What follows belongs to an exercise in optimizing a design on an open flow for small area; a production flow would make more cautious choices.
The RTL was checked by simulation tests, not by an equivalence proof against the original design.
Power is estimated from default activity; no workload was simulated.

--- config.mk ---
export PLATFORM = sky130hd
export DESIGN_NAME = led_can_node
export DESIGN_NICKNAME = led_can_node
export VERILOG_FILES = /design/flow/design.v
export SDC_FILE = /design/flow/constraint.sdc
export NUM_CORES = 4
export LEC_CHECK = 0
export CAP_MARGIN = 20
export CORE_MARGIN = 2
export CORE_UTILIZATION = 40
export SLEW_MARGIN = 20
--- constraint.sdc ---
create_clock -name core_clock -period 10.0 [get_ports {clk}]
set_input_delay 2.0000 -clock core_clock [delete_from_list [all_inputs] [get_ports {clk}]]
set_output_delay 2.0000 -clock core_clock [all_outputs]
set_load 0.01 [all_outputs]
--- design.v ---
module led_channel (
    input  wire        clk,
    input  wire        rst,
    input  wire [15:0] period_ticks,
    input  wire [15:0] one_duty,
    input  wire [15:0] zero_duty,
    input  wire [15:0] reset_periods,
    input  wire        refill,        
    input  wire [23:0] fill,          
    input  wire        old_bit,       
    output wire [4:0]  idx,           
    input  wire        start,         
    output wire        idle,
    output wire        led_out,
    output wire [23:0] color
);
    localparam PH_IDLE   = 2'd0;
    localparam PH_LEAD   = 2'd1;
    localparam PH_STREAM = 2'd2;
    localparam PH_TRAIL  = 2'd3;
    reg [1:0]  ph;
    reg [23:0] pix;         
    reg        ntag;        
    reg        atag;        
    reg        ev;          
    reg        slot_on;
    reg        hi;
    reg        cb;          
    reg [15:0] tick;
    reg [15:0] cnt;         
    assign idle    = (ph == PH_IDLE);
    assign color   = pix;
    assign idx     = cnt[4:0];
    assign led_out = hi;
    wire [15:0] tick_inc = tick + 16'd1;
    wire        slot_end = !slot_on || (tick_inc == period_ticks);
    wire        fetch    = slot_end && (ph != PH_IDLE);
    wire        stream   = (ph == PH_STREAM);
    wire        a_last   = (cnt[4:0] == 5'd0);
    wire [15:0] cnt_dec  = cnt - 16'd1;
    wire        c_one    = (cnt == 16'd1);
    wire [15:0] duty     = cb ? one_duty : zero_duty;
    always @(posedge clk)
        if (refill)
            pix <= fill;
    always @(posedge clk) begin
        if (refill) begin
            ntag <= 1'b0;
            atag <= 1'b0;
        end else begin
            if (ev)
                ntag <= 1'b1;
            if (ev && ph == PH_LEAD)
                atag <= 1'b1;
            else if (fetch && stream && a_last)
                atag <= ntag;
        end
        if (fetch)
            cb <= atag ? pix[cnt[4:0]] : old_bit;
    end
    always @(posedge clk)
        tick <= slot_end ? 16'd0 : tick_inc;
    always @(posedge clk) begin
        if (start || (ev && stream && cnt[15]))
            cnt <= reset_periods;
        else if (ev && ph == PH_LEAD)
            cnt <= {11'd15, 5'd23};
        else if (fetch)
            cnt <= {cnt_dec[15:4], cnt_dec[3] & !(stream && a_last), cnt_dec[2:0]};
    end
    always @(posedge clk) begin
        if (rst) begin
            ph      <= PH_IDLE;
            ev      <= 1'b0;
            slot_on <= 1'b0;
            hi      <= 1'b0;
        end else begin
            slot_on <= !slot_end || (ph != PH_IDLE);
            hi      <= fetch ? stream : (hi && (tick_inc != duty));
            ev      <= fetch && (stream ? a_last : c_one);
            if (start)
                ph <= PH_LEAD;
            else if (ev) begin
                case (ph)
                    PH_LEAD:   ph <= PH_STREAM;
                    PH_STREAM: if (cnt[15]) ph <= PH_TRAIL;
                    default:   ph <= PH_IDLE;
                endcase
            end
        end
    end
endmodule
module led_can_node #(
    parameter NUM_LEDS = 16
) (
    input  wire        clk,
    input  wire        rst,
    input  wire        init,
    input  wire [15:0] cfg_period_ticks,
    input  wire [15:0] cfg_one_duty,
    input  wire [15:0] cfg_zero_duty,
    input  wire [15:0] cfg_reset_periods,
    input  wire [7:0]  cfg_node_id,
    input  wire [31:0] now,
    input  wire        periodic,
    input  wire        rx_valid,
    output wire        rx_ready,
    input  wire        rx_ide,
    input  wire        rx_rtr,
    input  wire [28:0] rx_id,
    input  wire [3:0]  rx_dlc,
    input  wire [63:0] rx_data,
    output wire        tx_valid,
    input  wire        tx_ready,
    output wire [28:0] tx_id,
    output wire [15:0] tx_data,
    input  wire [3:0]  gpio_in,
    output reg  [3:0]  gpio_out,
    output wire [1:0]  led_out,
    output wire        fatal
);
    localparam MODE_DISABLED = 2'd0;
    localparam MODE_SOLID    = 2'd1;
    localparam MODE_RAINBOW  = 2'd2;
    localparam S_IDLE   = 4'd0;
    localparam S_FNONE  = 4'd1;
    localparam S_FREAD  = 4'd2;
    localparam S_FPINS  = 4'd3;
    localparam S_FPIN   = 4'd4;
    localparam S_FRGB0  = 4'd5;
    localparam S_FRGB1  = 4'd6;
    localparam S_PER0   = 4'd7;
    localparam S_PER1   = 4'd8;
    localparam S_W0I    = 4'd9;     
    localparam S_W0P    = 4'd10;    
    localparam S_W1     = 4'd11;    
    localparam S_SEND   = 4'd12;
    reg        inited;
    reg        halted;
    reg [15:0] period_ticks, one_duty, zero_duty, reset_periods;
    reg [7:0]  node_id;
    wire [16:0] zlo, olp;
    assign zlo[0] = 1'b0;
    assign olp[0] = 1'b0;
    genvar ci;
    generate
        for (ci = 0; ci < 16; ci = ci + 1) begin : g_cmp
            assign zlo[ci+1] = (!cfg_zero_duty[ci] && cfg_one_duty[ci]) ||
                               ((!cfg_zero_duty[ci] || cfg_one_duty[ci]) && zlo[ci]);
            assign olp[ci+1] = (!cfg_one_duty[ci] && cfg_period_ticks[ci]) ||
                               ((!cfg_one_duty[ci] || cfg_period_ticks[ci]) && olp[ci]);
        end
    endgenerate
    wire cfg_ok = (cfg_zero_duty != 16'd0) && zlo[16] && olp[16] && (cfg_reset_periods != 16'd0);
    always @(posedge clk) begin
        if (rst) begin
            inited <= 1'b0;
            halted <= 1'b0;
        end else if (init && !inited && !halted) begin
            if (cfg_ok)
                inited <= 1'b1;
            else
                halted <= 1'b1;
        end
    end
    always @(posedge clk) begin
        if (!inited) begin
            period_ticks  <= cfg_period_ticks;
            one_duty      <= cfg_one_duty;
            zero_duty     <= cfg_zero_duty;
            reset_periods <= cfg_reset_periods;
            node_id       <= cfg_node_id;
        end
    end
    assign fatal = halted;
    reg [3:0]  st;
    reg        per_pend;
    reg [7:0]  fd;              
    reg [1:0]  mode0, mode1;
    reg        z0, z1;          
    wire [23:0] color0, color1;
    reg [31:0] last0, last1;
    reg        lz0, lz1;        
    wire [1:0] ch_idle;
    reg [23:0] old;             
    reg        oc;
    wire [4:0] idx0, idx1;
    assign rx_ready = inited && (st == S_IDLE) && !per_pend;
    assign tx_valid = (st == S_SEND);
    assign tx_id    = {21'd0, fd[7:0]};
    assign tx_data  = {4'd0, gpio_out, 4'd0, old[11:8]};
    wire [7:0] r_cmd    = rx_id[15:8];
    wire       r_accept = rx_ide && !rx_rtr && (rx_id[7:0] == node_id);
    reg  [3:0] r_state;
    always @(*) begin
        r_state = S_FNONE;
        if (r_accept) begin
            case (r_cmd)
                8'd0: if (rx_dlc == 4'd1) r_state = S_FREAD;
                8'd1: if (rx_dlc == 4'd1) r_state = S_FPINS;
                8'd2: if (rx_dlc == 4'd2 && rx_data[7:0] >= 8'd1 && rx_data[7:0] <= 8'd4 &&
                          rx_data[15:8] <= 8'd1)
                          r_state = S_FPIN;
                8'd5: if (rx_dlc == 4'd4 && rx_data[7:0] <= 8'd2) r_state = S_FRGB0;
                8'd6: if (rx_dlc == 4'd4 && rx_data[7:0] <= 8'd2) r_state = S_FRGB1;
                default: ;
            endcase
        end
    end
    wire        p_ch       = (st == S_PER1);
    wire [1:0]  p_mode     = p_ch ? mode1 : mode0;
    wire [31:0] p_last     = ({32{p_ch && !lz1}} & last1) | ({32{!p_ch && !lz0}} & last0);
    wire        p_rainbow  = (p_mode == MODE_RAINBOW);
    wire [10:0] p_lo       = {1'b0, now[9:0]} - {1'b0, p_last[9:0]};
    wire [21:0] p_nh       = now[31:10];
    wire [21:0] p_lh       = p_last[31:10];
    wire [21:0] p_ones;                          
    assign p_ones[0] = 1'b1;
    genvar bi;
    generate
        for (bi = 1; bi < 22; bi = bi + 1) begin : g_ones
            assign p_ones[bi] = p_ones[bi-1] & p_lh[bi-1];
        end
    endgenerate
    wire        p_heq0     = (p_nh == p_lh);
    wire        p_heq1     = ((p_nh ^ p_lh) == p_ones);    
    wire        p_hz       = p_lo[10] ? p_heq1 : p_heq0;   
    wire        p_gt100    = !p_hz || (|p_lo[9:7]) ||
                             (p_lo[6] && p_lo[5] && (p_lo[4] || p_lo[3] ||
                              (p_lo[2] && (p_lo[1] || p_lo[0]))));
    wire        p_gt1000   = !p_hz ||
                             ((&p_lo[9:5]) && (p_lo[4] ||
                              (p_lo[3] && (p_lo[2] || p_lo[1] || p_lo[0]))));
    wire        p_refresh  = p_rainbow ? p_gt100 : p_gt1000;
    wire        p_rz  = (old[15:8] == 8'd0);
    wire        p_gz  = (old[23:16] == 8'd0);
    wire        p_bz  = (old[7:0] == 8'd0);
    wire        p_z   = p_ch ? z1 : z0;
    wire        p_red = p_gz && p_bz;                
    wire        p_hold = p_red && !p_z;
    wire        p_c1  = p_bz && !p_rz;               
    wire        p_c2  = p_rz && !p_gz;               
    wire        p_c3  = !p_c1 && !p_c2;              
    wire [7:0]  p_x   = p_c1 ? old[15:8] : p_c2 ? old[23:16] : old[7:0];
    wire [7:0]  p_y   = p_x - 8'd3;
    wire        f_rgb   = (st == S_FRGB0) || (st == S_FRGB1);
    wire [1:0]  f_mode  = fd[1:0];
    wire        set_rgb = f_rgb && f_mode == 2'd1;
    wire        set_red = (f_rgb && f_mode == 2'd2) || (!f_rgb && p_rainbow && p_hold);
    wire        stp     = !f_rgb && p_rainbow && !p_hold;
    wire [23:0] fill;
    assign fill[15:8]  = ({8{set_rgb}} & old[15:8]) | {8{set_red}} |
                         ({8{stp && p_c1}} & p_y) | ({8{stp && p_c3}} & ~p_y);
    assign fill[23:16] = ({8{set_rgb}} & old[23:16]) |
                         ({8{stp && p_c2}} & p_y) | ({8{stp && p_c1}} & ~p_y);
    assign fill[7:0]   = ({8{set_rgb}} & old[7:0]) |
                         ({8{stp && p_c3}} & p_y) | ({8{stp && p_c2}} & ~p_y);
    wire refill0 = (st == S_FRGB0) || (st == S_PER0 && p_refresh && p_mode != MODE_SOLID);
    wire refill1 = (st == S_FRGB1) || (st == S_PER1 && p_refresh && p_mode != MODE_SOLID);
    wire start0 = (st == S_W0I || st == S_W0P) && ch_idle[0];
    wire start1 = (st == S_W1) && ch_idle[1];
    wire       old_bit = old[oc ? idx1 : idx0];
    wire       pre_per = (st == S_IDLE && per_pend) || (st == S_PER0 && !p_refresh) ||
                         (st == S_W0P && ch_idle[0]);
    wire       old_ch1 = (st == S_FRGB1) || (st == S_PER0) || (st == S_W0P);
    always @(posedge clk)
        if (refill0 || refill1)
            oc <= refill1;
    always @(posedge clk)
        if (f_rgb || pre_per) begin
            old <= old_ch1 ? color1 : color0;
        end else if (st == S_IDLE) begin
            old <= {rx_data[23:16], rx_data[15:8], rx_data[31:24]};
        end else if (st == S_FREAD) begin
            old[11:8] <= gpio_in;       
        end
    always @(posedge clk) begin
        if (st == S_IDLE)
            fd[7:0] <= rx_data[7:0];
    end
    always @(posedge clk) begin
        if (rst) begin
            st       <= S_IDLE;
            per_pend <= 1'b0;
            gpio_out <= 4'd0;
            mode0    <= MODE_DISABLED;
            mode1    <= MODE_DISABLED;
            lz0      <= 1'b1;
            lz1      <= 1'b1;
        end else begin
            case (st)
                S_IDLE: begin
                    if (per_pend) begin
                        per_pend <= 1'b0;
                        st       <= S_PER0;
                    end else if (rx_valid && rx_ready) begin
                        st <= r_state;
                    end
                end
                S_FNONE: st <= S_IDLE;
                S_FREAD: st <= S_SEND;
                S_FPINS: begin
                    gpio_out <= fd[3:0];
                    st       <= S_IDLE;
                end
                S_FPIN: begin
                    gpio_out[fd[1:0] - 2'd1] <= old[8];
                    st <= S_IDLE;
                end
                S_FRGB0: begin
                    mode0 <= f_mode;
                    st    <= S_W0I;
                end
                S_FRGB1: begin
                    mode1 <= f_mode;
                    st    <= S_W1;
                end
                S_PER0: begin
                    if (p_refresh) begin
                        lz0   <= 1'b0;
                        st    <= S_W0P;
                    end else begin
                        st <= S_PER1;
                    end
                end
                S_PER1: begin
                    if (p_refresh) begin
                        lz1   <= 1'b0;
                        st    <= S_W1;
                    end else begin
                        st <= S_IDLE;
                    end
                end
                S_W0I: if (ch_idle[0]) st <= S_IDLE;
                S_W0P: if (ch_idle[0]) st <= S_PER1;
                S_W1:  if (ch_idle[1]) st <= S_IDLE;
                S_SEND: if (tx_ready) st <= S_IDLE;
                default: st <= S_IDLE;
            endcase
            if (periodic && inited)
                per_pend <= 1'b1;
        end
    end
    always @(posedge clk) begin
        if (st == S_PER0 && p_refresh)
            last0 <= now;
        if (st == S_PER1 && p_refresh)
            last1 <= now;
    end
    always @(posedge clk) begin
        if (st == S_FRGB0)
            z0 <= 1'b1;
        else if (st == S_PER0 && p_refresh && p_rainbow)
            z0 <= p_red && !p_z;
        if (st == S_FRGB1)
            z1 <= 1'b1;
        else if (st == S_PER1 && p_refresh && p_rainbow)
            z1 <= p_red && !p_z;
    end
    led_channel u_ch0 (
        .clk           (clk),
        .rst           (rst),
        .period_ticks  (period_ticks),
        .one_duty      (one_duty),
        .zero_duty     (zero_duty),
        .reset_periods (reset_periods),
        .refill        (refill0),
        .fill          (fill),
        .old_bit       (old_bit),
        .idx           (idx0),
        .start         (start0),
        .idle          (ch_idle[0]),
        .led_out       (led_out[0]),
        .color         (color0)
    );
    led_channel u_ch1 (
        .clk           (clk),
        .rst           (rst),
        .period_ticks  (period_ticks),
        .one_duty      (one_duty),
        .zero_duty     (zero_duty),
        .reset_periods (reset_periods),
        .refill        (refill1),
        .fill          (fill),
        .old_bit       (old_bit),
        .idx           (idx1),
        .start         (start1),
        .idle          (ch_idle[1]),
        .led_out       (led_out[1]),
        .color         (color1)
    );
endmodule
--- flow/run.sh ---
#!/bin/bash
# The standard layout, with the smallest buffer cell on the ports and a
# clock tree of mid-size buffers without dummy loads.
set -euo pipefail
export BUFFER_PORTS_ARGS="-buffer_cell sky130_fd_sc_hd__buf_1"
export CTS_ARGS="-sink_clustering_enable -repair_clock_nets -buf_list {sky130_fd_sc_hd__clkbuf_8} -sink_clustering_size 14 -sink_clustering_max_diameter 100 -dont_use_dummy_load"
export SKIP_REPAIR_TIE_FANOUT=1
bash standard.sh > standard.log 2>&1
--- standard.sh ---
#!/bin/bash
# synth_recipe.tcl (not shown) runs the flow's synth.tcl, then flattens the netlist and writes it again
# the make line also repeats each setting of config.mk as NAME=value (left out here)
make -C /OpenROAD-flow-scripts/flow DESIGN_CONFIG=/design/flow/config.mk WORK_HOME=/design/flow/orfs CLKGATE_MAP_FILE= SYNTH_SCRIPT=/design/flow/synth_recipe.tcl "${@:-finish}"
==> results of run 1 <==
[layout make-up]
| cell class | instances | area (um2) | share of cell area |
|---|---|---|---|
| diodes | 2 | 5.00 | 0.000259 |
| clock buffers | 26 | 358 | 0.0185 |
| inverters | 58 | 218 | 0.0113 |
| multi-input cells | 1127 | 8340 | 0.432 |
| flip-flops and latches | 316 | 8840 | 0.458 |
| well taps | 592 | 741 | 0.0383 |
| repair buffers | 205 | 820 | 0.0424 |
[cells by family after synthesis]
kind of cell,count (synthesis),share of synthesized area
AOI/OAI and AO/OA,261,0.103
xor gates and xnor gates,163,0.0806
adders and majority gates,37,0.0253
buffers and inverters,145,0.0410
DFF,316,0.495
muxes,155,0.108
other,1,0.000210
and+or+nand+nor,510,0.147
[worst max-delay path, cell delays in order, from the launching register on]
cell and delay, ns:
dfxtp_1 0.51, or4b_1 0.58, buf_4 0.27, nor2_2 0.12, buf_4 0.31, a22o_1 0.19
ha_1 0.17, inv_1 0.06, fa_1 0.40, a21o_1 0.20, nand4_1 0.12, a31o_2 0.20
o211ai_1 0.09, a2111oi_0 0.40, o2111ai_1 0.16, or4_1 0.43, o41ai_2 0.64, nand2_2 0.19
o21a_1 0.22, buf_4 0.26, nand2_1 0.75
[registers in the layout, indices dropped and copies added (netlist names), 2 cells and up]
name           flops
last0             32
last1             32
old               24
u_ch0.pix         24
u_ch1.pix         24
one_duty          16
period_ticks      16
reset_periods     16
u_ch0.cnt         16
u_ch0.tick        16
u_ch1.cnt         16
u_ch1.tick        16
zero_duty         16
fd                 8
node_id            8
gpio_out           4
st                 4
mode0              2
mode1              2
u_ch0.ph           2
u_ch1.ph           2
[stage by stage]
step	instance area (um2)	setup slack (ns)	hold WS, ns
final	19300	3.26	0.480
after global routing	19300	2.77	0.513
after CTS	19300	3.25	0.478
after detailed placement	19000	3.13	0.457
after global placement	18900	3.19	0.451
after floorplan	17900	3.32	0.434
[Yosys cell counts (all sizes together), types with 7 or more instances]
cell type  count  area (um2)
a221o         11         110
edfxtp       251        7540
mux2i         89         920
nand3b        16         120
nor3          41         216
a21o          10        75.1
inv           57         214
clkbuf        38         143
o22ai          8        50.1
a22oi         22         165
nor4          38         238
a2111oi        7        61.3
nand4         24         150
xor2          76         666
o211ai        12         104
o21ai         46         230
maj3           7        70.1
and3          13        81.3
nor2b         18         113
a21oi         47         235
a211o         10        87.6
ha            29         363
or3            9        56.3
xnor2         86         753
mux2          47         582
nand2        103         389
buf           49         372
dfxtp         65        1300
a211oi        11        82.6
nand3         38         190
or4            9        67.6
nand2b        34         213
a31oi         19         119
nor2         130         490
mux4          19         428
[power by group]
group | switching (mW) | total [mW] | internal [mW]
Clock | 0.418 | 0.650 | 0.232
Sequential | 0.0401 | 1.50 | 1.46
Combinational | 0.135 | 0.223 | 0.0886
[layer usage]
layer / GRT usage / up-vias
met3: 0.0255 / 74
li1: - / 6190
met4: 0.0605 / 0
met5: 0 / -
met2: 0.342 / 336
met1: 0.273 / 6277
[worst paths after layout]
| check | end | slack [ns] | cells past startpoint |
|---|---|---|---|
| min | u_ch0.ntag$_SDFFE_PP0P_ | 0.48 | 2 |
| min reg2reg | u_ch0.ntag$_SDFFE_PP0P_ | 0.48 | 2 |
| max | old[16]$_DFFE_PP_ | 3.26 | 20 |
| max reg2reg | old[16]$_DFFE_PP_ | 3.26 | 20 |
==> run notes, run 1 <==
- Status: no timing/DRC/antenna violations
- DRC: 0
- HPWL Detailed: approximately 36000 um
- Resized Gates After CTS: 0
- Worst Setup SP: st[0]$_SDFFE_PP0P_
- Final hold violations: 0
- Global route overflow: 0
- Dpl cells: 2298
- Crit path capture type: flop
- Final WL: 47600 um
- Synthesized flop and latch total: 316
- Wl on met1: 21400 um
- Slew headroom: 0.319
- Post-Syn Nets: 1831
- Post-Route Setup TNS: 0 ns
- Reg2Reg Launch Point: st[0]$_SDFFE_PP0P_
- Setup Buffers After CTS: 0
- Fmax: 148 MHz
- Die width: about 220 um
- Pre-antenna DRT Iters: 5
- Via count: 12877
- Synth-to-layout area growth: 8.09%
- Initial antenna violation count: 1
- Core Area: 44100 um2
- Number of setup violations in the final report: 0
- Routed vias/inst: 5.54
- RSZ-0062 raised after global routing: false
- Clock Path Buffers: 3
- Pwr Density: 123 nW/um2
- Net count reported at finish: 1977
- Die height: 215 um
- Tmin final: 6.74 ns
- CP required: 10.21 ns
- Port Buffers: roughly 190
- Synth async-reset ratio: 0
- CTS sink count: 316
- Hold buffers post-CTS: 0
- WL met3: 2270 um
- CP max FO: 26
- Initial drt markers: 1031
- HP Class: reg2reg
- Final Core Density: 0.438
- Top Ports: approximately 270
- Seq/Total Area, Yosys: 0.495
- MaxCap Viol Count: 0
- FP Rows: 77
- Routed WL per cell: 20.5 um
- Worst EP arrival: just under 7 ns
- Synth cell types: 86
- Setup CP Type: reg2reg
- Top Layer Used: met4
- Initial core utilization: 0.405
- Most frequent cells in the layout: edfxtp_1, buf_1, nor2_1, nand2_1
- Most common cell after layout, fill and taps aside: edfxtp_1
- Total track usage: 0.203
- Post-synth EDFFs: 251
- Global-route wire length before repair: 73800 um
- CTS tree: yes
- Leak: approximately 6.6 nW
- TritonCTS buffer count: 26
- Avg Inst Size Synth: 11.3 um2
- Max VDD drop: slightly below 0.09 mV
- Hold_sp: u_ch0.ntag$_SDFFE_PP0P_
- Share of cells above drive strength 1: 0.0762
- Worst skew pair latency: approximately 0.6 ns
- Critical Path Source Type: flop
- Fin. max-slew vios: 0
- CTS H-tree lvls: 1
- CTS root buf: clkbuf_8
- YS warnings: 2
- Post-synth design cell area: 17900 um2
- Top FF cell, synth: edfxtp_1
- Vias in the first global route: between 10000 and 15000
- Antenna viol nets, final: 0
- Wire length on met2: 22800 um
- Reg clk slew, reported paths: 0.11 ns
- Die area: between 40000 and 50000 um2
- Final period utilization: 0.674
- Final setup skew: 0.0328 ns
- Final Non-Filler Cells: 2326
- Filler Cells Inserted: 4296
- Worst Max-Slew Pin Slew: 1.01 ns
- Post-synthesis cell count: 1588
- Total Power: between 2 and 2.5 mW
- Pin count of the biggest net entering global routing: 74
- Routability cong.: ~0.88
==> run 2, diff against run 1 <==
==> flow/run.sh (replaced) <==
#!/bin/bash
# The standard layout (the standard.sh), with: the smallest buffer cell on
# the ports, a clock tree of mid-size buffers without dummy loads, and the
# constant outputs tied by one tie cell.
set -euo pipefail
export BUFFER_PORTS_ARGS="-buffer_cell sky130_fd_sc_hd__buf_1"
export CTS_ARGS="-sink_clustering_enable -repair_clock_nets -buf_list {sky130_fd_sc_hd__clkbuf_8} -sink_clustering_size 14 -sink_clustering_max_diameter 100 -dont_use_dummy_load"
export SKIP_REPAIR_TIE_FANOUT=1
export RECOVER_POWER=100
bash standard.sh > standard.log 2>&1
==> run 2 against run 1 <==
Now fails the layout checks on max-capacitance violations, max-slew violations. Sequential share of layout area up 0.27 points. First-iteration DRC count down 0.97%. Hold slack about the same. Global-route usage did not move. Flip-flop and latch count stayed put. Maximum frequency fell by 13%. Cell count unchanged. Synthesized cell count is the same. Setup slack lost 1.0 ns. Critical path type unchanged.
==> run notes, run 2 <==
- Net switching power: 0.594 mW (about the same)
- Setup CP Type: reg2reg
- Routed WL per cell: 20.5 um (+0.16%)
- Seq/Total Area, Yosys: 0.495 (unchanged)
- Met2 Track Usage GR: 0.342 (unchanged)
- Int Pwr: 1.78 mW (about the same)
- CP max FO: 28 (+7.7%)
- Yosys top cell by area: edfxtp_1
- Dpl cells: 2298 (unchanged)
- Most common cell after layout, fill and taps aside: edfxtp_1
- CTS sink count: 316 (unchanged)
- RSZ-0062 raised after global routing: false
- Pwr Density: 123 nW/um2 (+0.53%)
- Max VDD drop: 0.0882 mV (+0.35%)
- HP Class: reg2reg
- Synth-to-layout area growth: 7.46%
- Crit path capture type: flop
- Top cell type's share of synthesized area: 0.422 (unchanged)
- Setup Buffers After CTS: 0 (unchanged)
- Die area: 46400 um2 (unchanged)
- Final Core Density: 0.435 (-0.00255)
- Share of cells above drive strength 1: 0.0589 (-0.0173)
- MaxCap Viol Count: 6 (+6)
- Post-synth EDFFs: 251 (unchanged)
- FP Rows: 77 (unchanged)
- Critical Path Source Type: flop
- Clock Path Buffers: 3 (unchanged)
- GR Util met3: 0.0255 (unchanged)
- GR Util met1: 0.273 (unchanged)
- Via count: 12855 (-0.17%)
- Fail Reasons: max-capacitance violations, max-slew violations
- Top Ports: 267 (unchanged)
- CP required: 10.36 ns (+0.15 ns)
- Biggest regs: last0 (32), last1 (32)
- Reg clk slew, reported paths: 0.10 ns (about the same)
- CTS tree: yes
- Synthesized flop and latch total: 316 (unchanged)
- Largest cells by area after synthesis: edfxtp_1, dfxtp_1, mux2i_1
- Routability cong.: 0.878 (unchanged)
- Antenna viol nets, final: 0 (unchanged)
- Hold buffers post-CTS: 0 (unchanged)
- Die width: 215 um (unchanged)
- Final setup skew: 0.0317 ns (-0.00111 ns)
- Avg Inst Size Synth: 11.3 um2 (unchanged)
- Clk pwr share: 0.275 (about the same)
- Initial core utilization: 0.405 (unchanged)
- Synth async-reset ratio: 0 (unchanged)
- TritonCTS buffer count: 26 (unchanged)
- Switching part of the total power: 0.251 (+0.000275)
- Pre-antenna DRT Iters: 5 (unchanged)
- Top FF cell, synth: edfxtp_1
- Synth cell count leaders: edfxtp_1, nor2_1, nand2_1
- CTS root buf: clkbuf_8
- Number of setup violations in the final report: 0 (unchanged)
- HPWL Detailed: 35600 um (unchanged)
- Hold slack: 0.479 ns (-0.0000920 ns)
- Final period utilization: 0.773 (+0.0997)
- Area of the multi-input gates: 8260 um2 (-0.98%)
- Final hold violations: 0 (unchanged)
- Status: complete, but fails checks
- Final Non-Filler Cells: 2326 (unchanged)
- Post-synth design cell area: 17900 um2 (unchanged)
- Port Buffers: 192 (unchanged)
- Post-Syn Nets: 1831 (unchanged)
- Logic pwr share: 0.093 (about the same)
- Global-route wire length before repair: 73800 um (unchanged)
- Total Power: 2.37 mW (about the same)
- Die height: 215 um (unchanged)
- Grt peak-use layer: met2
- Net count reported at finish: 1977 (unchanged)
- Initial antenna violation count: 1 (unchanged)
- Pin count of the biggest net entering global routing: 74 (unchanged)
- YS warnings: 2 (unchanged)
- Fmax: 129 MHz (-13%)
- Initial drt markers: 1021 (-0.97%)
- Vias in the first global route: 12801 (unchanged)
- Core Area: 44100 um2 (unchanged)
- Most common cell in the synthesized netlist: edfxtp_1
- DRC: 0 (unchanged)
- CTS H-tree lvls: 1 (unchanged)
- Routed vias/inst: 5.53 (-0.17%)
- Slew headroom: -1.74 (-2.06)
- Leak: 6.51 nW (-1.8%)
- Final WL: 47700 um (+0.16%)
- Storage element area: 8840 um2 (unchanged)
- Reg power frac: 0.633 (+0.002)
- Most frequent cells in the layout: edfxtp_1, buf_1, nor2_1, nand2_1
- Post-synthesis cell count: 1588 (unchanged)
- Global route overflow: 0 (unchanged)
- Worst EP arrival: 8.09 ns (+1.14 ns)
- Synth cell types: 86 (unchanged)
- Filler Cells Inserted: 4301 (+0.12%)
- Resized Gates After CTS: 0 (unchanged)
- Post-Route Setup TNS: 0 ns (unchanged)
- Worst Max-Slew Pin Slew: 4.11 ns (+3.09 ns)
- Fin. max-slew vios: 225 (+225)
- Tmin final: 7.73 ns (+0.997 ns)
- Total track usage: 0.203 (unchanged)
- Worst skew pair latency: 0.61 ns (about the same)
## run 2: logic make-up (layout without fill, tap and decap cells)
group | after synthesis | after routing | share of synthesized area
AOI/OAI and AO/OA | 261 | 261 | 0.103
xor gates and xnor gates | 163 | 163 | 0.0806
adders and majority gates | 37 | 37 | 0.0253
buffers and inverters | 145 | 289 | 0.0410
DFF | 316 | 316 | 0.495
muxes | 155 | 155 | 0.108
other | 1 | 3 | 0.000210
and+or+nand+nor | 510 | 510 | 0.147
## run 2: path summary, 6_finish.rpt
kind	startpoint	end	slack, ns	cells after the start
worst max register to register	st[0]$_SDFFE_PP0P_	oc$_DFFE_PP_	2.27	20
worst min register to register	u_ch0.ntag$_SDFFE_PP0P_	u_ch0.ntag$_SDFFE_PP0P_	0.48	2
worst max-delay path	st[0]$_SDFFE_PP0P_	oc$_DFFE_PP_	2.27	20
worst min-delay path	u_ch0.ntag$_SDFFE_PP0P_	u_ch0.ntag$_SDFFE_PP0P_	0.48	2
## run 2: critical path: stages, from the launching register on
cell	delay, ns
dfxtp_1	0.52
or4b_1	0.58
clkbuf_1	0.66
nor2_2	0.25
buf_4	0.34
a22o_1	0.19
ha_1	0.17
inv_1	0.06
fa_1	0.40
a21o_1	0.20
nand4_1	0.12
a31o_2	0.21
o211ai_1	0.09
a2111oi_0	0.41
o2111ai_1	0.16
or4_1	0.42
o41ai_1	1.05
a21oi_4	0.10
a21o_1	0.23
clkbuf_1	0.71
or2_2	0.59
## run 2: power by group through the flow
stage | sequential (mW) | clock (mW) | combinational (mW)
after floorplan | 1.51 | 0 | 0.146
after global placement | 1.53 | 0 | 0.219
after detailed placement | 1.53 | 0 | 0.222
after CTS | 1.50 | 0.682 | 0.224
after global routing | 1.50 | 0.723 | 0.242
final | 1.50 | 0.651 | 0.220
## run 2: final cells by class
type / instances / area share
Antenna cell: 2 / 0.000261
Clock buffer: 26 / 0.0186
Inverter: 58 / 0.0113
Multi-Input combinational cell: 1127 / 0.430
Sequential cell: 316 / 0.460
Tap cell: 592 / 0.0386
Timing Repair Buffer: 205 / 0.0410
## run 2: per-layer routing
layer,vias up,part of all wire
met2,318,0.48
met4,0,0.025
li1,6194,-
met1,6273,0.45
met5,-,0
met3,70,0.047
## run 2: stage by stage
| stage | setup slack, ns | area, um2 |
|---|---|---|
| after floorplan | 3.32 | 17900 |
| after global placement | 3.19 | 18900 |
| after detailed placement | 3.13 | 19000 |
| after CTS | 3.25 | 19300 |
| after global routing | 1.75 | 19200 |
| final | 2.27 | 19200 |
==> run 3, diff against run 2 <==
==> flow/run.sh (replaced) <==
#!/bin/bash
# The standard layout (the standard.sh), with: the smallest buffer cell on
# the ports, a clock tree of mid-size buffers without dummy loads, and the
# constant outputs tied by one tie cell.
set -euo pipefail
export BUFFER_PORTS_ARGS="-buffer_cell sky130_fd_sc_hd__buf_1"
export CTS_ARGS="-sink_clustering_enable -repair_clock_nets -buf_list {sky130_fd_sc_hd__clkbuf_4} -sink_clustering_size 10 -sink_clustering_max_diameter 80 -dont_use_dummy_load"
export SKIP_REPAIR_TIE_FANOUT=1
bash standard.sh > standard.log 2>&1
==> run 3 against run 2 <==
Now clean on timing, DRC and antenna. Critical path depth stayed put. Via count is 0.78% higher. Global-route usage is 0.24 points higher. Design area is 0.21% higher. Non-clock buffer count stayed put. Die area stayed put. Power is 1.9% lower. Clock skew is 0.067 ns higher. Count of clock-buffer cells in the layout is 12 higher. Setup slack better by 0.88 ns. Highest routed layer unchanged.
==> run notes, run 3 <==
- Status: no timing/DRC/antenna violations
- Leak: 6.62 nW (+1.6%)
- CTS root buf: clkbuf_4
- Share of cells above drive strength 1: 0.0826 (+0.0237)
- Tmin final: 6.85 ns (-0.884 ns)
- Seq/Total Area, Yosys: 0.495 (unchanged)
- Pre-antenna DRT Iters: 5 (unchanged)
- Via count: 12955 (+0.78%)
- Total track usage: 0.205 (+0.00241)
- Total Power: 2.32 mW (-1.9%)
- Pin count of the biggest net entering global routing: 74 (unchanged)
- Die area: 46400 um2 (unchanged)
- Setup CP Type: reg2reg
- Synth cell count leaders: edfxtp_1, nor2_1, nand2_1
- Initial core utilization: 0.405 (unchanged)
- HP Class: reg2reg
- Routed vias/inst: 5.54 (+0.26%)
- Top Ports: 267 (unchanged)
- Synth cell types: 86 (unchanged)
- Post-Syn Nets: 1831 (unchanged)
- Hold buffers post-CTS: 0 (unchanged)
- MaxCap Viol Count: 0 (-6)
- Core Area: 44100 um2 (unchanged)
- Final hold violations: 0 (unchanged)
- Worst Max-Slew Pin Slew: 1.01 ns (-3.10 ns)
- Resized Gates After CTS: 0 (unchanged)
- Synth-to-layout area growth: 7.68%
- Global route overflow: 0 (unchanged)
- Initial antenna violation count: 2 (+1)
- CTS tree: yes
- DRC: 0 (unchanged)
- Most common cell in the synthesized netlist: edfxtp_1
- Final period utilization: 0.685 (-0.0884)
- Pwr Density: 121 nW/um2 (-2.1%)
- CP Cell Sequence: or4b_1 > buf_4 > nor2_2 > buf_4 > a22o_1 > ha_1 > inv_1 > fa_1 > a21o_1 > nand4_1 > a31o_2 > o211ai_1 > a2111oi_0 > o2111ai_1 > or4_1 > o41ai_2 > nand2_2 > o21a_1 > buf_4 > nand2_1
- Die width: 215 um (unchanged)
- Global-route wire length before repair: 74000 um (+0.18%)
- Setup Buffers After CTS: 0 (unchanged)
- Vias in the first global route: 12816 (+0.12%)
- Post-Route Setup TNS: 0 ns (unchanged)
- HPWL Detailed: 35600 um (unchanged)
- CTS H-tree lvls: 2 (+1)
- Worst skew pair latency: 0.76 ns (+0.15 ns)
- Yosys top cell by area: edfxtp_1
- Fin. max-slew vios: 0 (-100%)
- CP required: 10.28 ns (-0.08 ns)
- Critical path buffer and inverter count: 4 (unchanged)
- Crit path capture type: flop
- Critical Path Source Type: flop
- Pre-CTS setup slack: 3.13 ns (unchanged)
- Worst EP arrival: 7.13 ns (-0.96 ns)
- Antenna viol nets, final: 0 (unchanged)
- Final setup margin: 3.15 ns (+0.884 ns)
- CP dominant cell by count: buf_4
- Avg Inst Size Synth: 11.3 um2 (unchanged)
- Slew headroom: 0.321 (+2.06)
- Synth async-reset ratio: 0 (unchanged)
- YS warnings: 2 (unchanged)
- Number of setup violations in the final report: 0 (unchanged)
- Synthesized flop and latch total: 316 (unchanged)
- Crit-path leading delay family: simple AND/OR/NAND/NOR gates
- Reg clk slew, reported paths: 0.13 ns (+0.03 ns)
- Worst path slowest cell: nand2_1
- Max VDD drop: 0.0687 mV (-22%)
- Initial drt markers: 1043 (+2.2%)
- Post-synthesis cell count: 1588 (unchanged)
- Final setup skew: 0.0989 ns (+0.0673 ns)
- TritonCTS buffer count: 38 (+46%)
- Routability cong.: 0.878 (unchanged)
- RSZ-0062 raised after global routing: false
- Top cell type's share of synthesized area: 0.422 (unchanged)
- Routed WL per cell: 20.5 um (-0.13%)
- Fmax: 146 MHz (+13%)
- Most common cell after layout, fill and taps aside: edfxtp_1
- FP Rows: 77 (unchanged)
- Largest cells by area after synthesis: edfxtp_1, dfxtp_1, mux2i_1
- CTS sink count: 316 (unchanged)
- Biggest regs: last0 (32), last1 (32)
- Port Buffers: 192 (unchanged)
- Die height: 215 um (unchanged)
- CP max FO: 26 (-7.1%)
- Filler Cells Inserted: 4305 (+0.093%)
- Post-synth design cell area: 17900 um2 (unchanged)
- Clock Path Buffers: 3 (unchanged)
- Net count reported at finish: 1989 (+0.61%)
- Final WL: 47900 um (+0.39%)
- Largest stage delay on the critical path: 0.75 ns (-0.30 ns)
- Placed inst area: 19000 um2 (unchanged)
- Most frequent cells in the layout: edfxtp_1, buf_1, nor2_1, nand2_1
- Post-route cell area: 19200 um2 (+0.21%)
- Top FF cell, synth: edfxtp_1
- Post-synth EDFFs: 251 (unchanged)
-- run 3: cell counts after synthesis --
No cell type changed its count.
-- run 3: logic make-up after synthesis --
group / share of synthesized area
and+or+nand+nor: 0.147
DFF: 0.495
AOI/OAI and AO/OA: 0.103
xor gates and xnor gates: 0.0806
muxes: 0.108
buffers and inverters: 0.0410
adders and majority gates: 0.0253
other: 0.000210
-- run 3: routing by layer --
metal	vias to the layer above	part of all wire	global-route usage
li1	6235	-	-
met1	6287	0.45	0.273
met2	355	0.48	0.343
met3	78	0.050	0.0296
met4	0	0.026	0.0699
met5	-	0	0
-- run 3: path summary, 6_finish.rpt --
| check | startpoint | endpoint | slack [ns] | cells past startpoint |
|---|---|---|---|---|
| hold reg to reg | u_ch0.ntag$_SDFFE_PP0P_ | u_ch0.ntag$_SDFFE_PP0P_ | 0.48 | 2 |
| setup / recovery | st[0]$_SDFFE_PP0P_ | old[18]$_DFFE_PP_ | 3.15 | 20 |
| setup reg to reg | st[0]$_SDFFE_PP0P_ | old[18]$_DFFE_PP_ | 3.15 | 20 |
| hold / removal | u_ch0.ntag$_SDFFE_PP0P_ | u_ch0.ntag$_SDFFE_PP0P_ | 0.48 | 2 |
-- run 3: per-stage QoR --
stage | hold WS [ns] | utilization | instances
floorplan | 0.434 | - | 1588
global placement | 0.451 | 0.429 | 2298
detailed placement | 0.457 | 0.430 | 2298
CTS | 0.481 | 0.436 | 2336
global route | 0.516 | 0.436 | 2337
finish | 0.482 | 0.436 | 2338
-- run 3: layout make-up --
type / count / area (um2) / area share
diodes: 2 / 5.00 / 0.000260
clock buffers: 38 / 285 / 0.0148
inverters: 58 / 218 / 0.0113
multi-input cells: 1127 / 8340 / 0.433
flip-flops and latches: 316 / 8840 / 0.459
well taps: 592 / 741 / 0.0385
repair buffers: 205 / 820 / 0.0426
-- run 3: power breakdown --
group	internal [mW]	switching [mW]	total [mW]
Clock	0.175	0.428	0.603
Sequential	1.46	0.0402	1.50
Combinational	0.0886	0.135	0.223
Total	1.72	0.603	2.32
-- run 3: worst min-delay path, cell delays in order (launching register included) --
cell and delay [ns]:
dfxtp_1 0.34, nor2_1 0.08, nor2_1 0.04
==> run 4, diff against run 3 <==
==> flow/run.sh (replaced) <==
#!/bin/bash
# The standard layout (the standard.sh), with: the smallest buffer cell on
# the ports, a clock tree of mid-size buffers without dummy loads, and the
# constant outputs tied by one tie cell.
set -euo pipefail
export BUFFER_PORTS_ARGS="-buffer_cell sky130_fd_sc_hd__buf_1"
export CTS_ARGS="-sink_clustering_enable -repair_clock_nets -buf_list {sky130_fd_sc_hd__clkbuf_8} -sink_clustering_size 16 -sink_clustering_max_diameter 100 -dont_use_dummy_load"
export SKIP_REPAIR_TIE_FANOUT=1
bash standard.sh > standard.log 2>&1
==> run 4 against run 3 <==
Still clean. Global-route usage is 0.33 points lower. Combinational power hardly changed. Maximum frequency increased by 2.3%. Design area increased by 0.15%. Flip-flop and latch count unchanged. Count of clock-buffer cells in the layout decreased by 15. Register-to-register slack better by 0.16 ns. Largest power group unchanged.
==> run notes, run 4 <==
- Largest stage delay on the critical path: 0.75 ns (about the same)
- CTS tree: yes
- Avg Inst Size Synth: 11.3 um2 (unchanged)
- Final period utilization: 0.669 (-0.0156)
- Final setup skew: 0.0388 ns (-0.0601 ns)
- Synth cell types: 86 (unchanged)
- Antenna viol nets, final: 0 (unchanged)
- TritonCTS buffer count: 23 (-39%)
- Total track usage: 0.202 (-0.00334)
- Port Buffers: 192 (unchanged)
- Slew headroom: 0.299 (-0.0215)
- Initial drt markers: 993 (-4.8%)
- Worst EP arrival: 6.91 ns (-0.22 ns)
- Adder-Cell Fraction of Synth Area: 0.0253 (unchanged)
- Final hold violations: 0 (unchanged)
- Tmin final: 6.69 ns (-0.156 ns)
- Post-Syn Nets: 1831 (unchanged)
- Hold_sp: u_ch0.ntag$_SDFFE_PP0P_
- Resized Gates After CTS: 0 (unchanged)
- HP Class: reg2reg
- Post-synthesis cell count: 1588 (unchanged)
- RSZ-0062 raised after global routing: false
- Most common cell in the synthesized netlist: edfxtp_1
- HPWL Detailed: 35600 um (unchanged)
- Pre-antenna DRT Iters: 5 (unchanged)
- Logic pwr share: 0.095 (about the same)
- Fmax: 149 MHz (+2.3%)
- CTS sink count: 316 (unchanged)
- Yosys top cell by area: edfxtp_1
- R2R Path End: old[7]$_DFFE_PP_
- Via count: 12897 (-0.45%)
- Max VDD drop: 0.0886 mV (+29%)
- Pwr Density: 121 nW/um2 (+0.55%)
- CP max FO: 26 (unchanged)
- Biggest regs: last0 (32), last1 (32)
- Hold endpoint: u_ch0.ntag$_SDFFE_PP0P_
- Filler Cells Inserted: 4296 (-0.21%)
- Setup Buffers After CTS: 0 (unchanged)
- Post-synthesis mux area share: 0.108 (unchanged)
- Initial core utilization: 0.405 (unchanged)
- Routed vias/inst: 5.55 (+0.24%)
- Simple-gate share of the synthesized area: 0.147 (unchanged)
- Setup CP Type: reg2reg
- Synthesized flop and latch total: 316 (unchanged)
- FP Rows: 77 (unchanged)
- YS warnings: 2 (unchanged)
- Status: no timing/DRC/antenna violations
- Die height: 215 um (unchanged)
- Global-route wire length before repair: 73500 um (-0.68%)
- Top Ports: 267 (unchanged)
- Clock Path Buffers: 3 (unchanged)
- Net switching power: 0.588 mW (-2.5%)
- Die width: 215 um (unchanged)
- Routed WL per cell: 20.5 um (about the same)
- Routability cong.: 0.878 (unchanged)
- Die area: 46400 um2 (unchanged)
- Pin count of the biggest net entering global routing: 74 (unchanged)
- Largest cells by area after synthesis: edfxtp_1, dfxtp_1, mux2i_1
- Post-synth design cell area: 17900 um2 (unchanged)
- Core Area: 44100 um2 (unchanged)
- CP Cell Sequence: or4b_1 > buf_4 > nor2_2 > buf_4 > a22o_1 > ha_1 > inv_1 > fa_1 > a21o_1 > nand4_1 > a31o_2 > o211ai_1 > a2111oi_0 > o2111ai_1 > or4_1 > o41ai_2 > nand2_2 > o21a_1 > buf_4 > nand2_1
- Fin. max-slew vios: 0 (unchanged)
- Seq/Total Area, Yosys: 0.495 (unchanged)
- CP required: 10.22 ns (-0.06 ns)
- MaxCap Viol Count: 0 (unchanged)
- Largest family of logic cells by synthesized area: simple AND/OR/NAND/NOR gates
- CTS root buf: clkbuf_8
- Hold slack: 0.479 ns (-0.00345 ns)
- Vias in the first global route: 12686 (-1.0%)
- Switching part of the total power: 0.251 (-0.00832)
- Critical path buffer and inverter count: 4 (unchanged)
- Synth Area in XOR/XNOR: 0.0806 (unchanged)
- Synth async-reset ratio: 0 (unchanged)
- Most frequent cells in the layout: edfxtp_1, buf_1, nor2_1, nand2_1
- Final Core Density: 0.437 (+0.000652)
- Post-synth EDFFs: 251 (unchanged)
- Number of setup violations in the final report: 0 (unchanged)
- Worst Setup SP: st[0]$_SDFFE_PP0P_
- Net count reported at finish: 1974 (-0.75%)
- Cells on worst reg2reg path: 20 (unchanged)
- Top FF cell, synth: edfxtp_1
- Top cell type's share of synthesized area: 0.422 (unchanged)
- CP dominant cell by count: buf_4
- CTS H-tree lvls: 1 (-1)
- Reg power frac: 0.640 (-0.004)
- Most common cell after layout, fill and taps aside: edfxtp_1
- Hold buffers post-CTS: 0 (unchanged)
- Reg2Reg Launch Point: st[0]$_SDFFE_PP0P_
- Worst path slowest cell: nand2_1
- Hold Path Stages: 2 (unchanged)
- Leak: 6.61 nW (-0.14%)
- Share of cells above drive strength 1: 0.0746 (-0.00796)
- Reg clk slew, reported paths: 0.11 ns (-0.02 ns)
- Initial antenna violation count: 1 (-1)
- Crit-path leading delay family: simple AND/OR/NAND/NOR gates
- Synth-to-layout area growth: 7.84%
- Int Pwr: 1.75 mW (+1.8%)
- DRC: 0 (unchanged)
- Compound-Gate Fraction of Synth Area: 0.103 (unchanged)
- Crit path capture type: flop
- Worst skew pair latency: 0.60 ns (-0.16 ns)
- Final WL: 47600 um (-0.73%)
- FF-to-FF setup slack: 3.31 ns (+0.16 ns)
- Post-Route Setup TNS: 0 ns (unchanged)
- Global route overflow: 0 (unchanged)
- Synth cell count leaders: edfxtp_1, nor2_1, nand2_1
- Critical Path Source Type: flop
- Worst Max-Slew Pin Slew: 1.04 ns (+0.0319 ns)
- Clk pwr share: 0.265 (+0.005)
==> run 4: through the flow <==
stage               cells  setup WS (ns)  area (um2)  total power, mW
CTS                  2321           3.27       19300             2.37
global placement     2298           3.19       18900             1.75
global route         2321           2.82       19300             2.43
finish               2322           3.31       19300             2.34
detailed placement   2298           3.13       19000             1.75
floorplan            1588           3.32       17900             1.66
==> run 4: cell type report <==
type	instances	area (um2)	share of cell area
diodes	1	2.50	0.000130
clock buffers	23	317	0.0164
multi-input cells	1127	8340	0.433
inverters	58	218	0.0113
flip-flops and latches	316	8840	0.459
well taps	592	741	0.0384
repair buffers	205	820	0.0425
==> run 4: kinds of logic (layout without fill, tap and decap cells) <==
kind of cell               count (synthesis)  count (layout)
DFF                                      316             316
AOI/OAI and AO/OA                        261             261
other                                      1               2
adders and majority gates                 37              37
buffers and inverters                    145             286
and+or+nand+nor                          510             510
xor gates and xnor gates                 163             163
muxes                                    155             155
==> run 4: routing by layer <==
layer / share of wire / GRT usage / up-vias
li1: - / - / 6192
met1: 0.45 / 0.273 / 6283
met2: 0.48 / 0.342 / 368
met3: 0.053 / 0.0297 / 54
met4: 0.021 / 0.0453 / 0
met5: 0 / 0 / -
==> run 4: worst max path at each step <==
stage / end / slack [ns] / cells after the start
after floorplan: oc$_DFFE_PP_ / 3.32 / 15
after global placement: old[14]$_DFFE_PP_ / 3.19 / 17
after detailed placement: old[14]$_DFFE_PP_ / 3.13 / 17
after CTS: old[7]$_DFFE_PP_ / 3.27 / 20
after global routing: old[7]$_DFFE_PP_ / 2.82 / 20
final: old[7]$_DFFE_PP_ / 3.31 / 20
==> run 4: worst register-to-register path, delay by kind of cell, from the launching register on <==
| family | cells | cell delay (ns) |
|---|---|---|
| compound gates | 8 | 2.08 |
| simple gates | 6 | 2.23 |
| fa+ha+maj | 2 | 0.58 |
| buf+inv | 4 | 0.91 |
| flops | 1 | 0.52 |
==> run 4: power groups by stage <==
stage	combinational, mW	sequential (mW)	clock (mW)
2_1_floorplan	0.146	1.51	0
3_5_place_dp	0.222	1.53	0
5_1_grt	0.246	1.50	0.687
3_3_place_gp	0.219	1.53	0
4_1_cts	0.224	1.50	0.644
6_report	0.223	1.50	0.619
==> run 5, diff against run 4 <==
--- a/config.mk
+++ b/config.mk
@@ -5,7 +5,7 @@
 export SDC_FILE = /design/flow/constraint.sdc
 export NUM_CORES = 4
 export LEC_CHECK = 0
-export CAP_MARGIN = 20
+export CAP_MARGIN = 0
 export CORE_MARGIN = 2
 export CORE_UTILIZATION = 40
-export SLEW_MARGIN = 20
+export SLEW_MARGIN = 0
==> run 5 against run 4 <==
Still clean. Setup slack gained 0.0083 ns. Non-clock buffer count is the same. Clock skew is essentially flat. Register-to-register slack is essentially flat. Synthesized area is the same. Power shrank 0.34%. Critical path depth is the same. Combinational power is essentially flat. Design area is essentially flat. First-iteration DRC count grew 4.2%. Sequential power is essentially flat. Wire length is essentially flat. Largest cell class unchanged.
==> run notes, run 5 <==
- Status: no timing/DRC/antenna violations
- Worst Max-Slew Pin Slew: 1.22 ns (+0.181 ns)
- Final WL: 47600 um (about the same)
- Die area: 46400 um2 (unchanged)
- CTS tree: yes
- Pin count of the biggest net entering global routing: 74 (unchanged)
- Die height: 215 um (unchanged)
- Routability cong.: 0.878 (unchanged)
- Share of cells above drive strength 1: 0.0740 (-0.000578)
- Hold buffers post-CTS: 0 (unchanged)
- Critical Path Source Type: flop
- Slew headroom: 0.181 (-0.118)
- Setup Buffers After CTS: 0 (unchanged)
- Max VDD drop: 0.0687 mV (-23%)
- Setup CP Type: reg2reg
- Largest stage delay on the critical path: 0.77 ns (+0.02 ns)
- CP required: 10.21 ns (about the same)
- Total track usage: 0.201 (-0.000410)
- Final hold violations: 0 (unchanged)
- Biggest regs: last0 (32), last1 (32)
- Top Ports: 267 (unchanged)
- TritonCTS buffer count: 23 (unchanged)
- Yosys top cell by area: edfxtp_1
- Reg2Reg Launch Point: st[0]$_SDFFE_PP0P_
- Total Power: 2.33 mW (-0.34%)
- Final setup skew: 0.0384 ns (-0.000491 ns)
- Switching part of the total power: 0.249 (-0.00236)
- Int Pwr: 1.75 mW (about the same)
- Dpl cells: 2298 (unchanged)
- Seq/Total Area, Yosys: 0.495 (unchanged)
- Hold_sp: u_ch0.ntag$_SDFFE_PP0P_
- Reg power frac: 0.642 (+0.002)
- Antenna viol nets, final: 0 (unchanged)
- Area of the multi-input gates: 8330 um2 (about the same)
- Final period utilization: 0.669 (-0.000827)
- Synth-to-layout area growth: 7.79% (about the same)
- Worst Setup SP: st[0]$_SDFFE_PP0P_
- Tmin final: 6.69 ns (-0.00827 ns)
- CP max FO: 26 (unchanged)
- Post-synth EDFFs: 251 (unchanged)
- Post-Syn Nets: 1831 (unchanged)
- Net count reported at finish: 1974 (unchanged)
- Die width: 215 um (unchanged)
- Hold slack: 0.482 ns (+0.00258 ns)
- Core Area: 44100 um2 (unchanged)
- Synth async-reset ratio: 0 (unchanged)
- # diodes: 0 (-1)
- Routed vias/inst: 5.58 (+0.54%)
- Final Core Density: 0.437 (about the same)
- Vias in the first global route: 12712 (+0.20%)
- CTS root buf: clkbuf_8
- Reg clk slew, reported paths: 0.11 ns (about the same)
- RSZ-0062 raised after global routing: false
- Logic pwr share: 0.096 (about the same)
- Port Buffers: 192 (unchanged)
- Clock Path Buffers: 3 (unchanged)
- Most frequent cells in the layout: edfxtp_1, buf_1, nor2_1, nand2_1
- HPWL Detailed: 35600 um (about the same)
- Post-synth design cell area: 17900 um2 (unchanged)
- DRC: 0 (unchanged)
- Most common cell in the synthesized netlist: edfxtp_1
- Fmax: 150 MHz (+0.12%)
- Filler Cells Inserted: 4356 (+1.4%)
- Storage element area: 8840 um2 (unchanged)
- Post-Route Setup TNS: 0 ns (unchanged)
- YS warnings: 2 (unchanged)
- Clk pwr share: 0.263 (-0.002)
- Post-synthesis cell count: 1588 (unchanged)
- Avg Inst Size Synth: 11.3 um2 (unchanged)
- Leak: 6.61 nW (about the same)
- Via count: 12961 (+0.50%)
- Fin. max-slew vios: 0 (unchanged)
- Worst skew pair latency: 0.61 ns (about the same)
- CTS sink count: 316 (unchanged)
- Global-route wire length before repair: 73500 um (about the same)
- Synth cell count leaders: edfxtp_1, nor2_1, nand2_1
- Worst EP arrival: 6.90 ns (about the same)
- MaxCap Viol Count: 0 (unchanged)
- Worst path slowest cell: nand2_1
- Initial drt markers: 1035 (+4.2%)
- HP Class: reg2reg
- Net switching power: 0.580 mW (-1.3%)
- Top FF cell, synth: edfxtp_1
- Top cell type's share of synthesized area: 0.422 (unchanged)
- Initial antenna violation count: 0 (-1)
- Pre-antenna DRT Iters: 5 (unchanged)
- Largest cells by area after synthesis: edfxtp_1, dfxtp_1, mux2i_1
- FP Rows: 77 (unchanged)
- Synthesized flop and latch total: 316 (unchanged)
- Resized Gates After CTS: 0 (unchanged)
- Routed WL per cell: 20.5 um (about the same)
- Most common cell after layout, fill and taps aside: edfxtp_1
- Synth cell types: 86 (unchanged)
- Pwr Density: 121 nW/um2 (-0.29%)
- Crit path capture type: flop
- Final Non-Filler Cells: 2321 (-0.043%)
- Number of setup violations in the final report: 0 (unchanged)
- CP Cell Sequence: or4b_1 > buf_4 > nor2_2 > buf_4 > a22o_1 > ha_1 > inv_1 > fa_1 > a21o_1 > nand4_1 > a31o_2 > o211ai_1 > a2111oi_0 > o2111ai_1 > or4_1 > o41ai_2 > nand2_2 > o21a_1 > buf_4 > nand2_1
- CTS H-tree lvls: 1 (unchanged)
- Global route overflow: 0 (unchanged)
- CP dominant cell by count: buf_4
- Initial core utilization: 0.405 (unchanged)
## run 5: final timing paths
check | end | slack (ns) | cells past startpoint
min | u_ch0.ntag$_SDFFE_PP0P_ | 0.48 | 2
min reg2reg | u_ch0.ntag$_SDFFE_PP0P_ | 0.48 | 2
max | old[17]$_DFFE_PP_ | 3.31 | 20
max reg2reg | old[17]$_DFFE_PP_ | 3.31 | 20
## run 5: per-layer routing
layer,global-route usage,up-vias,part of all wire
met4,0.0499,0,0.024
met5,0,-,0
li1,-,6170,-
met2,0.340,386,0.48
met3,0.0269,61,0.053
met1,0.274,6344,0.45
## run 5: power by group through the flow
stage          Sequential [mW]  Clock [mW]  Combinational (mW)
2_1_floorplan             1.51           0               0.146
3_3_place_gp              1.53           0               0.219
3_5_place_dp              1.53           0               0.222
4_1_cts                   1.50       0.639               0.224
5_1_grt                   1.50       0.678               0.246
6_report                  1.50       0.612               0.223
## run 5: cell type report
class | count | area share
repair buffers | 205 | 0.0425
multi-input cells | 1127 | 0.433
well taps | 592 | 0.0384
inverters | 58 | 0.0113
clock buffers | 23 | 0.0164
flip-flops and latches | 316 | 0.459
## run 5: worst max-delay path: cells and delay by family, from the launching register on
kind	cells	cell delay, ns
AOI/OAI and AO/OA	8	2.08
adders and majority gates	2	0.57
buffers and inverters	4	0.91
DFF	1	0.51
and+or+nand+nor	6	2.20
## run 5: cells by family (layout without fill, tap and decap cells)
kind of cell / after synthesis / count (layout) / share of synthesized area
simple gates: 510 / 510 / 0.147
flops: 316 / 316 / 0.495
compound gates: 261 / 261 / 0.103
xor+xnor: 163 / 163 / 0.0806
mux: 155 / 155 / 0.108
buf+inv: 145 / 286 / 0.0410
fa+ha+maj: 37 / 37 / 0.0253
other cells: 1 / 1 / 0.000210
## run 5: per-stage QoR
stage | setup WS, ns | instance area [um2]
finish | 3.31 | 19300
global route | 2.73 | 19300
CTS | 3.26 | 19300
detailed placement | 3.09 | 18900
global placement | 3.19 | 18900
floorplan | 3.32 | 17900
==> run 6, diff against run 5 <==
==> flow/run.sh (replaced) <==
#!/bin/bash
# The standard layout (the standard.sh), with: the smallest buffer cell on
# the ports, a clock tree of mid-size buffers without dummy loads, and the
# constant outputs tied by one tie cell; gates sized down before routing.
set -euo pipefail
export BUFFER_PORTS_ARGS="-buffer_cell sky130_fd_sc_hd__buf_1"
export CTS_ARGS="-sink_clustering_enable -repair_clock_nets -buf_list {sky130_fd_sc_hd__clkbuf_8} -sink_clustering_size 16 -sink_clustering_max_diameter 100 -dont_use_dummy_load"
export SKIP_REPAIR_TIE_FANOUT=1
export PRE_GLOBAL_ROUTE_TCL="$PWD/flow/pre_grt.tcl"
bash standard.sh > standard.log 2>&1
==> flow/pre_grt.tcl (new file) <==
# Before global routing: size down gates on paths with slack to spare; the
# repair_design that follows fixes any slew or capacitance this breaks.
set_propagated_clock [all_clocks]
estimate_parasitics -placement
repair_timing -recover_power 100 -verbose
detailed_placement
--- a/config.mk
+++ b/config.mk
@@ -5,7 +5,7 @@
 export SDC_FILE = /design/flow/constraint.sdc
 export NUM_CORES = 4
 export LEC_CHECK = 0
-export CAP_MARGIN = 0
+export CAP_MARGIN = 20
 export CORE_MARGIN = 2
 export CORE_UTILIZATION = 40
-export SLEW_MARGIN = 0
+export SLEW_MARGIN = 20
==> run 6 against run 5 <==
Still clean on timing, DRC and antenna. Sequential power barely moved. Synthesized area unchanged. Flip-flop and latch count stayed put. Critical endpoint is now old[7]$_DFFE_PP_. Largest power group unchanged.
==> run notes, run 6 <==
- Pin count of the biggest net entering global routing: 74 (unchanged)
- CP required: 10.22 ns (about the same)
- Avg Inst Size Synth: 11.3 um2 (unchanged)
- CP Cell Sequence: or4b_1 > clkbuf_2 > buf_12 > nor2_2 > buf_4 > a22o_1 > ha_1 > inv_1 > fa_1 > a21o_1 > nand4_1 > a31o_2 > o211ai_1 > a2111oi_0 > o2111ai_1 > or4_1 > o41ai_2 > nand2_2 > o21a_1 > buf_4 > nand2_1
- HPWL Detailed: 35600 um (about the same)
- Top Ports: 267 (unchanged)
- Status: no timing/DRC/antenna violations
- Fmax: 150 MHz (+0.24%)
- Net count reported at finish: 1980 (+0.30%)
- Post-Syn Nets: 1831 (unchanged)
- Biggest regs: last0 (32), last1 (32)
- Final Core Density: 0.438 (+0.00176)
- Leak: 6.58 nW (-0.39%)
- RSZ-0062 raised after global routing: false
- FP Rows: 77 (unchanged)
- Total track usage: 0.202 (+0.000838)
- Critical path buffer and inverter count: 5 (+1)
- Max VDD drop: 0.0853 mV (+24%)
- Die area: 46400 um2 (unchanged)
- Slew headroom: 0.300 (+0.119)
- Post-route cell area: 19300 um2 (+0.40%)
- Setup Buffers After CTS: 0 (unchanged)
- Most common cell after layout, fill and taps aside: edfxtp_1
- Routability cong.: 0.878 (unchanged)
- Vias in the first global route: 12722 (+0.079%)
- CTS tree: yes
- Crit-path leading delay family: simple AND/OR/NAND/NOR gates
- Via count: 12948 (-0.10%)
- Setup CP Type: reg2reg
- Worst EP arrival: 6.89 ns (about the same)
- Logic pwr share: 0.095 (about the same)
- Hold slack: 0.483 ns (+0.00126 ns)
- HP Class: reg2reg
- Clock Path Buffers: 3 (unchanged)
- Final Non-Filler Cells: 2328 (+0.30%)
- Top cell type's share of synthesized area: 0.422 (unchanged)
- Worst skew pair latency: 0.60 ns (about the same)
- Final hold violations: 0 (unchanged)
- Worst path slowest cell: nand2_1
- Largest cells by area after synthesis: edfxtp_1, dfxtp_1, mux2i_1
- Synthesized flop and latch total: 316 (unchanged)
- TritonCTS buffer count: 23 (unchanged)
- Net switching power: 0.585 mW (+0.90%)
- CP dominant cell by count: buf_4
- Resized Gates After CTS: 0 (unchanged)
- Routed WL per cell: 20.5 um (-0.17%)
- Critical Path Source Type: flop
- Reg2Reg Launch Point: st[0]$_SDFFE_PP0P_
- Routed vias/inst: 5.56 (-0.40%)
- Port Buffers: 192 (unchanged)
- Worst Max-Slew Pin Slew: 1.04 ns (-0.183 ns)
- Die height: 215 um (unchanged)
- Worst Setup SP: st[0]$_SDFFE_PP0P_
- Largest stage delay on the critical path: 0.74 ns (-0.03 ns)
- CP max FO: 26 (unchanged)
- Synth cell count leaders: edfxtp_1, nor2_1, nand2_1
- Filler Cells Inserted: 4292 (-1.5%)
- Synth-to-layout area growth: 8.23%
- Initial antenna violation count: 1 (+1)
- CTS sink count: 316 (unchanged)
- Post-synth design cell area: 17900 um2 (unchanged)
- Initial drt markers: 1053 (+1.7%)
- Initial core utilization: 0.405 (unchanged)
- Placed inst area: 19000 um2 (about the same)
- Yosys top cell by area: edfxtp_1
- Dpl cells: 2298 (unchanged)
- Share of cells above drive strength 1: 0.0663 (-0.00775)
- Die width: 215 um (unchanged)
- Seq/Total Area, Yosys: 0.495 (unchanged)
- Final period utilization: 0.667 (-0.00163)
- Hold buffers post-CTS: 0 (unchanged)
- Antenna viol nets, final: 0 (unchanged)
- Switching part of the total power: 0.251 (+0.00185)
- Int Pwr: 1.75 mW (about the same)
- Reg power frac: 0.641 (about the same)
- Synth cell types: 86 (unchanged)
- Core Area: 44100 um2 (unchanged)
- CTS root buf: clkbuf_8
- Hold_sp: u_ch0.ntag$_SDFFE_PP0P_
- Fin. max-slew vios: 0 (unchanged)
- Global-route wire length before repair: 73600 um (+0.16%)
- CTS H-tree lvls: 1 (unchanged)
- Post-synth EDFFs: 251 (unchanged)
- YS warnings: 2 (unchanged)
- Most frequent cells in the layout: edfxtp_1, buf_1, nor2_1, nand2_1
- Tmin final: 6.67 ns (-0.0163 ns)
- Final setup skew: 0.0356 ns (-0.00274 ns)
- Top FF cell, synth: edfxtp_1
- Pre-antenna DRT Iters: 6 (+1)
- Pwr Density: 121 nW/um2 (-0.24%)
- Final WL: 47600 um (+0.13%)
- Clk pwr share: 0.264 (about the same)
- Post-Route Setup TNS: 0 ns (unchanged)
- DRC: 0 (unchanged)
- Global route overflow: 0 (unchanged)
- Crit path capture type: flop
- Most common cell in the synthesized netlist: edfxtp_1
- Number of setup violations in the final report: 0 (unchanged)
- Synth async-reset ratio: 0 (unchanged)
- MaxCap Viol Count: 0 (unchanged)
- Post-synthesis cell count: 1588 (unchanged)
- Reg clk slew, reported paths: 0.11 ns (about the same)
[run 6: layer usage]
layer | up-vias | wire length [um] | part of all wire | track usage
met4 | 0 | 1010 | 0.021 | 0.0453
met1 | 6337 | 21400 | 0.45 | 0.275
met2 | 361 | 22700 | 0.48 | 0.342
met5 | - | 0 | 0 | 0
met3 | 52 | 2490 | 0.052 | 0.0297
li1 | 6198 | - | - | -
[run 6: layout make-up]
cell class	count	area, um2	share of cell area
Antenna cell	1	2.50	0.000129
Clock buffer	23	317	0.0164
Inverter	58	218	0.0113
Multi-Input combinational cell	1127	8280	0.428
Sequential cell	316	8840	0.457
Tap cell	592	741	0.0383
Timing Repair Buffer	211	948	0.0490
[run 6: worst register-to-register path, delay by kind of cell, from the launching register on]
family | cells | cell delay, ns
compound gates | 8 | 2.10
simple gates | 6 | 2.18
fa+ha+maj | 2 | 0.57
flops | 1 | 0.52
buf+inv | 5 | 0.92
[run 6: path summary, 6_finish.rpt]
kind                                  end  slack (ns)  depth (start not counted)
setup / recovery         old[7]$_DFFE_PP_        3.33                         21
setup reg to reg         old[7]$_DFFE_PP_        3.33                         21
hold / removal    u_ch0.ntag$_SDFFE_PP0P_        0.48                          2
hold reg to reg   u_ch0.ntag$_SDFFE_PP0P_        0.48                          2
[run 6: kinds of logic (layout without fill, tap and decap cells)]
kind of cell | Yosys count | after routing | share of synthesized area
XOR/XNOR | 163 | 163 | 0.0806
AND/OR/NAND/NOR | 510 | 510 | 0.147
multiplexers | 155 | 155 | 0.108
buffers and inverters | 145 | 292 | 0.0410
adder cells (fa/ha/maj) | 37 | 37 | 0.0253
flip-flops | 316 | 316 | 0.495
other | 1 | 2 | 0.000210
AO/OA/AOI/OAI | 261 | 261 | 0.103
[run 6: power by group through the flow]
| stage | clock network (mW) | registers [mW] | logic, mW |
|---|---|---|---|
| after floorplan | 0 | 1.51 | 0.146 |
| after global placement | 0 | 1.53 | 0.219 |
| after detailed placement | 0 | 1.53 | 0.222 |
| after CTS | 0.644 | 1.50 | 0.224 |
| after global routing | 0.687 | 1.50 | 0.245 |
| final | 0.617 | 1.50 | 0.222 |
[run 6: metrics by stage]
| stage | setup slack, ns | power (mW) |
|---|---|---|
| global placement | 3.19 | 1.75 |
| floorplan | 3.32 | 1.66 |
| detailed placement | 3.13 | 1.75 |
| CTS | 3.27 | 2.37 |
| finish | 3.33 | 2.34 |
| global route | 2.85 | 2.43 |

[what the ideal ports hide]
Ports are ideal in the flow. The routed layouts listed here were re-timed in OpenROAD.
Step 1 (the two cells are an assumption about what drives the block):
set clk [get_ports {clk}]
set_driving_cell -lib_cell sky130_fd_sc_hd__clkbuf_16 $clk
set_driving_cell -lib_cell sky130_fd_sc_hd__buf_2 [delete_from_list [all_inputs] $clk]
Step 2 adds t to the input delays and takes it off the output delays; t is the mean of the earliest and latest rising clock arrival at the registers after step 1. Input paths then give back, and output paths get back, about the clock's delay inside the block.
Slacks: ideal / step 1 / step 2; pairs: ideal / step 1.
run | shift t [ns] | setup WS [ns] | worst setup path at the end | slew at the worst register clock pin (ns)
run 1 | 0.649 | 3.262 / 3.262 / 3.119 | input to register | 0.11 / 0.11
run 2 | 0.649 | 2.265 / 2.265 / 2.265 | register to register | 0.10 / 0.10
run 3 | 0.755 | 3.149 / 3.149 / 3.037 | input to register | 0.13 / 0.13
run 4 | 0.635 | 3.305 / 3.305 / 3.140 | input to register | 0.11 / 0.11
run 5 | 0.641 | 3.313 / 3.313 / 3.139 | input to register | 0.11 / 0.11
run 6 | 0.636 | 3.330 / 3.330 / 3.155 | input to register | 0.11 / 0.11
For run 6, which loses most, drivers alone change the setup slack by 0.000 ns; drivers and shift together by -0.175 ns.
